This is an optimization exercise on Yosys and OpenROAD, whose aim is small area, a short achievable clock period and few clock cycles, not a production implementation. Only simulation tests tie the RTL to the original design; equivalence was not proved. Power is estimated from default activity; no workload was simulated.

===== flow/config.mk =====
export PLATFORM = sky130hd
export DESIGN_NAME = ulz_decomp
export DESIGN_NICKNAME = ulz_decomp
export VERILOG_FILES = /design/flow/design.v
export SDC_FILE = /design/flow/constraint.sdc
export NUM_CORES = 4
export LEC_CHECK = 0
export CAP_MARGIN = 20
export CORE_MARGIN = 2
export CORE_UTILIZATION = 40
export SLEW_MARGIN = 20

===== flow/constraint.sdc =====
create_clock -name core_clock -period 10.0 [get_ports {clk}]
set_input_delay 2.0000 -clock core_clock [delete_from_list [all_inputs] [get_ports {clk}]]
set_output_delay 2.0000 -clock core_clock [all_outputs]
set_load 0.01 [all_outputs]

===== flow/design.v =====
module ulz_decomp (
    input  wire        clk,
    input  wire        rst,         
    input  wire        start,       
    input  wire [15:0] in_len,      
    input  wire [15:0] out_cap,     
    output wire        ready,
    output reg         done,        
    output reg         ok,          
    output reg  [15:0] result,      
    output reg         in_re,
    output reg  [15:0] in_addr,
    input  wire [7:0]  in_rdata,
    output reg         out_we,
    output reg  [15:0] out_waddr,
    output reg  [7:0]  out_wdata,
    output reg         out_re,
    output reg  [15:0] out_raddr,
    input  wire [7:0]  out_rdata
);
    localparam S_IDLE    = 4'd0;
    localparam S_HDR_RD  = 4'd1;    
    localparam S_HDR_WT  = 4'd2;    
    localparam S_ZGET    = 4'd3;    
    localparam S_PULL    = 4'd4;    
    localparam S_ZFIELD  = 4'd5;    
    localparam S_ESC_RD  = 4'd6;    
    localparam S_ESC_WT  = 4'd7;    
    localparam S_TOKEN   = 4'd8;    
    localparam S_LIT_RD  = 4'd9;    
    localparam S_LIT_WR  = 4'd10;   
    localparam S_REF_RD  = 4'd11;   
    localparam S_REF_WR  = 4'd12;   
    localparam S_NEXTLIT = 4'd13;   
    localparam S_FAIL    = 4'd14;
    localparam S_OK      = 4'd15;
    localparam T_LIT = 2'd0;
    localparam T_LEN = 2'd1;
    localparam T_OFF = 2'd2;
    localparam F_TAG   = 2'd0;      
    localparam F_EXTRA = 2'd1;      
    reg [3:0]  state;
    reg [15:0] head;                
    reg [15:0] tail;                
    reg [7:0]  acc;                 
    reg [3:0]  nacc;                
    reg [2:0]  hdr_i;
    reg [31:0] hdr_val;
    reg [31:0] size;                
    reg [31:0] o;                   
    reg [1:0]  tok;
    reg [1:0]  field;
    reg [4:0]  nbits;               
    reg [3:0]  bitpos;              
    reg [15:0] fval;                
    reg [2:0]  tag;                 
    reg [1:0]  esc_i;
    reg [31:0] zval;                
    reg [31:0] len_m2;              
    reg [31:0] cnt;                 
    reg [31:0] off;                 
    wire [15:0] avail  = tail - head;                   
    wire [31:0] room   = size - o;                      
    wire [32:0] ref_len = {1'b0, len_m2} + 33'd2;
    wire [32:0] ref_off = {1'b0, zval} + 33'd1;
    wire [31:0] hdr_next = hdr_val | ({25'd0, in_rdata[6:0]} << (7 * hdr_i));
    assign ready = (state == S_IDLE);
    always @(*) begin
        in_re     = 1'b0;
        in_addr   = head;
        out_we    = 1'b0;
        out_waddr = o[15:0];
        out_wdata = in_rdata;
        out_re    = 1'b0;
        out_raddr = o[15:0] - off[15:0];
        case (state)
        S_HDR_RD, S_ESC_RD, S_LIT_RD:
            in_re = (avail != 16'd0);
        S_ZGET: begin
            in_re   = (nacc == 4'd0) && (avail != 16'd0);
            in_addr = tail - 16'd1;
        end
        S_LIT_WR:
            out_we = 1'b1;
        S_REF_RD:
            out_re = 1'b1;
        S_REF_WR: begin
            out_we    = 1'b1;
            out_wdata = out_rdata;
        end
        default: ;
        endcase
    end
    always @(posedge clk) begin
        if (rst) begin
            state    <= S_IDLE;
            done     <= 1'b0;
            ok       <= 1'b0;
            result   <= 16'd0;
        end else begin
            done   <= 1'b0;
            case (state)
            S_IDLE: begin
                if (start) begin
                    head    <= 16'd0;
                    tail    <= in_len;
                    acc     <= 8'd0;
                    nacc    <= 4'd0;
                    hdr_i   <= 3'd0;
                    hdr_val <= 32'd0;
                    o       <= 32'd0;
                    state   <= S_HDR_RD;
                end
            end
            S_HDR_RD: begin
                if (avail == 16'd0) begin
                    state <= S_FAIL;
                end else begin
                    head    <= head + 16'd1;
                    state   <= S_HDR_WT;
                end
            end
            S_HDR_WT: begin
                if (hdr_i == 3'd4 && in_rdata[7:4] != 4'd0) begin
                    state <= S_FAIL;
                end else if (!in_rdata[7]) begin
                    size <= hdr_next;
                    if (hdr_next > {16'd0, out_cap})
                        state <= S_FAIL;
                    else if (hdr_next == 32'd0)
                        state <= S_OK;
                    else begin
                        tok   <= T_LIT;
                        state <= S_NEXTLIT;
                    end
                end else begin
                    hdr_val <= hdr_next;
                    hdr_i   <= hdr_i + 3'd1;
                    state   <= S_HDR_RD;
                end
            end
            S_NEXTLIT: begin
                if (o == size) begin
                    state <= S_OK;
                end else begin
                    field  <= F_TAG;
                    nbits  <= 5'd3;
                    bitpos <= 4'd0;
                    fval   <= 16'd0;
                    state  <= S_ZGET;
                end
            end
            S_ZGET: begin
                if (nacc == 4'd0) begin
                    if (avail == 16'd0) begin
                        state <= S_FAIL;
                    end else begin
                        tail    <= tail - 16'd1;
                        state   <= S_PULL;
                    end
                end else begin
                    fval[bitpos] <= acc[0];
                    acc    <= acc >> 1;
                    nacc   <= nacc - 4'd1;
                    bitpos <= bitpos + 4'd1;
                    nbits  <= nbits - 5'd1;
                    if (nbits == 5'd1)
                        state <= S_ZFIELD;
                end
            end
            S_PULL: begin
                acc   <= in_rdata;
                nacc  <= 4'd8;
                state <= S_ZGET;
            end
            S_ZFIELD: begin
                if (field == F_TAG) begin
                    tag <= fval[2:0];
                    if (!fval[0]) begin
                        zval  <= {30'd0, fval[2:1]};
                        state <= S_TOKEN;
                    end else begin
                        field  <= F_EXTRA;
                        bitpos <= 4'd0;
                        fval   <= 16'd0;
                        state  <= S_ZGET;
                        if (!fval[1])
                            nbits <= 5'd3;
                        else if (!fval[2])
                            nbits <= 5'd8;
                        else
                            nbits <= 5'd16;
                    end
                end else begin
                    if (!tag[1]) begin
                        zval  <= {28'd0, fval[2:0], tag[2]} + 32'd4;
                        state <= S_TOKEN;
                    end else if (!tag[2]) begin
                        zval  <= {24'd0, fval[7:0]} + 32'd20;
                        state <= S_TOKEN;
                    end else if (fval != 16'hFFFF) begin
                        zval  <= {16'd0, fval} + 32'd276;
                        state <= S_TOKEN;
                    end else begin
                        if (avail < 16'd4) begin
                            state <= S_FAIL;
                        end else begin
                            esc_i <= 2'd0;
                            zval  <= 32'd0;
                            state <= S_ESC_RD;
                        end
                    end
                end
            end
            S_ESC_RD: begin
                head    <= head + 16'd1;
                state   <= S_ESC_WT;
            end
            S_ESC_WT: begin
                zval[8*esc_i +: 8] <= in_rdata;
                esc_i <= esc_i + 2'd1;
                if (esc_i == 2'd3)
                    state <= S_TOKEN;
                else
                    state <= S_ESC_RD;
            end
            S_TOKEN: begin
                case (tok)
                T_LIT: begin
                    if (zval > room || zval > {16'd0, avail}) begin
                        state <= S_FAIL;
                    end else if (zval == 32'd0) begin
                        tok   <= T_LEN;
                        state <= S_NEXTLIT;
                    end else begin
                        cnt   <= zval;
                        state <= S_LIT_RD;
                    end
                end
                T_LEN: begin
                    len_m2 <= zval;
                    tok    <= T_OFF;
                    field  <= F_TAG;
                    nbits  <= 5'd3;
                    bitpos <= 4'd0;
                    fval   <= 16'd0;
                    state  <= S_ZGET;
                end
                default: begin
                    if (ref_off > {1'b0, o} || ref_len > {1'b0, room}) begin
                        state <= S_FAIL;
                    end else begin
                        off   <= ref_off[31:0];
                        cnt   <= ref_len[31:0];
                        state <= S_REF_RD;
                    end
                end
                endcase
            end
            S_LIT_RD: begin
                head    <= head + 16'd1;
                state   <= S_LIT_WR;
            end
            S_LIT_WR: begin
                o         <= o + 32'd1;
                cnt       <= cnt - 32'd1;
                if (cnt == 32'd1) begin
                    tok   <= T_LEN;
                    state <= S_NEXTLIT;
                end else begin
                    state <= S_LIT_RD;
                end
            end
            S_REF_RD: begin
                state     <= S_REF_WR;
            end
            S_REF_WR: begin
                o         <= o + 32'd1;
                cnt       <= cnt - 32'd1;
                if (cnt == 32'd1) begin
                    tok   <= T_LIT;
                    state <= S_NEXTLIT;
                end else begin
                    state <= S_REF_RD;
                end
            end
            S_FAIL: begin
                done   <= 1'b1;
                ok     <= 1'b0;
                result <= 16'd0;
                state  <= S_IDLE;
            end
            S_OK: begin
                done   <= 1'b1;
                ok     <= 1'b1;
                result <= size[15:0];
                state  <= S_IDLE;
            end
            default: state <= S_IDLE;
            endcase
        end
    end
endmodule

===== flow/run.sh =====
#!/bin/bash
# synth_recipe.tcl (not shown) runs the flow's synth.tcl, then flattens the netlist and writes it again
# the make line also repeats each setting of config.mk as NAME=value (left out here)
make -C /OpenROAD-flow-scripts/flow DESIGN_CONFIG=/design/flow/config.mk WORK_HOME=/design/flow/orfs CLKGATE_MAP_FILE= SYNTH_SCRIPT=/design/flow/synth_recipe.tcl finish

==> impl_metrics.ini <==
[sta]
min_period_over_period_pct = 67.8
skew_ns = 0.0195
slew-limit-headroom_pct = 19.6
rsz0062_at_grt = false
period_needed_ns = 6.78
hold_viol = 0
drv_slew = 0
timing.fmax_ghz = 0.147
max_slew.worst_pin.slew_ns = 1.20
setup_tns_ns = 0
setup_viol = 0
setup_ws_ns = 3.22

[cells_and_area]
n_fill_cell = 5330
antenna_cells = 0
layout-drive-gt1-share_pct = 5.36
fin_nets = 2789
syn_to_final_growth_pct = 16.1
mostFrequentLayoutCells = edfxtp_1 (287), nor2_1 (274), ha_1 (212), nand2_1 (168), inv_1 (167)
final_area_um2 = 26200
final_common_cell = edfxtp_1
layoutNonFillerInstCount = 3310

[outcome]
status = finished clean

[grt]
busiest_layer = met2
use_met2_pct = 36.9
gr-usage-met3_pct = 3.47
grt_pass1_wl_um = 105000
antenna_found_initial = 0
grt_pass1_vias = 18350
grt_max_degree = 71
grt_overflow_total = 0
grt_util_met1_pct = 30.9
grt_usage_pct = 22.8

[power]
vdd_drop_max_mv = 0.125
power_density_nw_per_um2 = 212
p_leak_nw = 10.1

[floorplan]
rows = 87
pin_count = 129
start_util_pct = 40.3
die-area_um2 = 58300
fp.dieW_um = 242
die_height_um = 242
core_area_um2 = 56100

[placement]
port_buffers = 128
place_inst = 3236
dp_hpwl_um = 52300
dp_slack_ns = 3.21
routabilityCongestion = 0.925
place_area_um2 = 24700

[critical_path]
start_kind = flop
cp.required_ns = 10.33
crit_top_cell = a21oi_1
crit_path_max_fanout = 17
arrival_ns = 7.11
critPathCaptureType = flop
critical_path_class = reg -> reg
crit_path_max_incr_delay_ns = 0.53
crit_slowest_cell = nor4_1

[synth]
synth_edf_count = 287
yosysWarnings = 1
yosysTopAreaCellShare_pct = 38.2
ys_top_cells_by_area = edfxtp_1 (38%), ha_1 (12%), xnor2_1 (5.4%)
yosysSeqAreaShare_pct = 40.1
synth_flop_cell = edfxtp_1
synth_cell_type_count = 76
async_flop_share_pct = 0
syn_nets = 2678
ys_seq_elements = 309
synth.avg_cell_area_um2 = 9.36
syn_area_um2 = 22600
syn_inst = 2412
synth_top_area_cell = edfxtp_1

[min_path]
min_path_type = reg -> reg

[clock_tree]
cts.sinks = 309
htreeDepth = 2
clk_latency_ns = 0.58
post_cts_resize_count = 0
clk_pin_slew_ns = 0.06
cts-root-buf = clkbuf_16
cts_tree = built
cts_buffers = 39
cts_hold_buf = 0
cts_setup_buffers = 0
cts_buffer_depth = 3

[route]
avgRoutedWirePerCell_um = 20.6
drtPass1Iterations = 5
vias_per_cell = 5.74
drt_iter0_markers = 1586
drt_wl_total_um = 68200
drc = 0
vias = 18988
ant_nets = 0

[run]
maxCapViolCount = 0
cell usage after synthesis, drive strengths merged (6+ instances only):
| cell type | instances |
|---|---|
| nor2b | 31 |
| a2111oi | 8 |
| a21oi | 156 |
| a21boi | 14 |
| and3 | 39 |
| o21a | 21 |
| xnor2 | 140 |
| o21ai | 94 |
| nand3b | 8 |
| nor4 | 36 |
| xor2 | 65 |
| or4 | 9 |
| edfxtp | 287 |
| and4 | 10 |
| a22oi | 30 |
| ha | 212 |
| nor3 | 80 |
| nand2b | 27 |
| inv | 170 |
| o22ai | 7 |
| nor2 | 276 |
| a31oi | 14 |
| o211ai | 19 |
| clkbuf | 64 |
| and2 | 11 |
| nand2 | 168 |
| nor3b | 7 |
| buf | 22 |
| a221oi | 6 |
| a211oi | 18 |
| or2 | 8 |
| a21o | 43 |
| a22o | 34 |
| mux2i | 20 |
| nand3 | 84 |
| or3 | 16 |
| o21bai | 11 |
| dfxtp | 22 |
| nand4 | 58 |
| o31ai | 13 |
| mux2 | 9 |
registers in the layout (all words and copies together) (netlist names), 32 cells and up:
name and flops:
o 32, zval 32, cnt 32, size 32, hdr_val 32, len_m2 32
where the power goes:
part / internal [W] / switching [W]
clock: 0.000984 / 0.000600
sequential: 0.00164 / 0.000168
combinational: 0.000879 / 0.00127
metal layers:
metal	wire, um	vias to the layer above
met5	0	-
met4	2430	0
met3	3970	142
met2	31200	562
met1	30600	9239
li1	-	9045
logic make-up after synthesis:
logic type	count (synthesis)	synth area share, %
AO/OA/AOI/OAI	521	15.2
XOR/XNOR	205	7.96
adder cells (fa/ha/maj)	215	12.0
buffers and inverters	257	4.56
flip-flops	309	40.1
multiplexers	29	1.34
AND/OR/NAND/NOR	876	18.8
area by class of cell:
class                   instances  area [um2]  share of cell area, %
multi-input cells            1846       12600                   48.0
well taps                     756         946                   3.61
repair buffers                156        1530                   5.85
clock inverters                29         449                   1.71
clock buffers                  43         991                   3.78
flip-flops and latches        309        9060                   34.6
inverters                     171         642                   2.45
critical path, delay by kind of cell, from the launching register on:
| kind | cells | cell delay [ns] |
|---|---|---|
| xor gates and xnor gates | 1 | 0.25 |
| AOI/OAI and AO/OA | 14 | 3.23 |
| DFF | 1 | 0.48 |
| adders and majority gates | 3 | 0.78 |
| buffers and inverters | 2 | 0.31 |
| and+or+nand+nor | 5 | 1.46 |
worst paths after layout:
kind | from | to | slack (ns) | cells after the start
max reg2reg | o[0] | cnt[5] | 3.22 | 25
max | o[0] | cnt[5] | 3.22 | 25
min | ok | ok | 0.45 | 1
min reg2reg | ok | ok | 0.45 | 1
metrics by stage:
| stage | utilization, % | hold WS [ns] | total power [W] |
|---|---|---|---|
| finish | 46.7 | 0.455 | 0.00554 |
| global route | 46.7 | 0.495 | 0.00588 |
| CTS | 46.6 | 0.458 | 0.00555 |
| detailed placement | 44.0 | 0.444 | 0.00395 |
| global placement | 44.0 | 0.445 | 0.00389 |
| floorplan | - | 0.424 | 0.00327 |
Testbench counts, summed over its fixed seeds: cycles 629,425.

afterwards: timing with drivers on the ports:
In the flow no input, the clock included, has a driving cell. The finished layout below was timed again as built, in two steps. Step 1: set_driving_cell puts a clkbuf_16 on clk and a buf_2 on each other input, an assumption about the parent block. Step 2 moves the port delays by t, midway between the first and last clock arrival at a register: inputs arrive t later, outputs are due t later. That takes back most of the time a late clock gives input paths. Three values: no drivers, after step 1, after step 2; two values: the first two.
t, ns: 0.630
setup slack, ns: 3.218 / 3.218 / 3.218
hold WS [ns]: 0.455 / 0.455 / 0.455
After both steps this run still meets setup and hold. For this run, drivers alone change the setup slack by 0.000 ns; drivers and shift together by 0.000 ns.
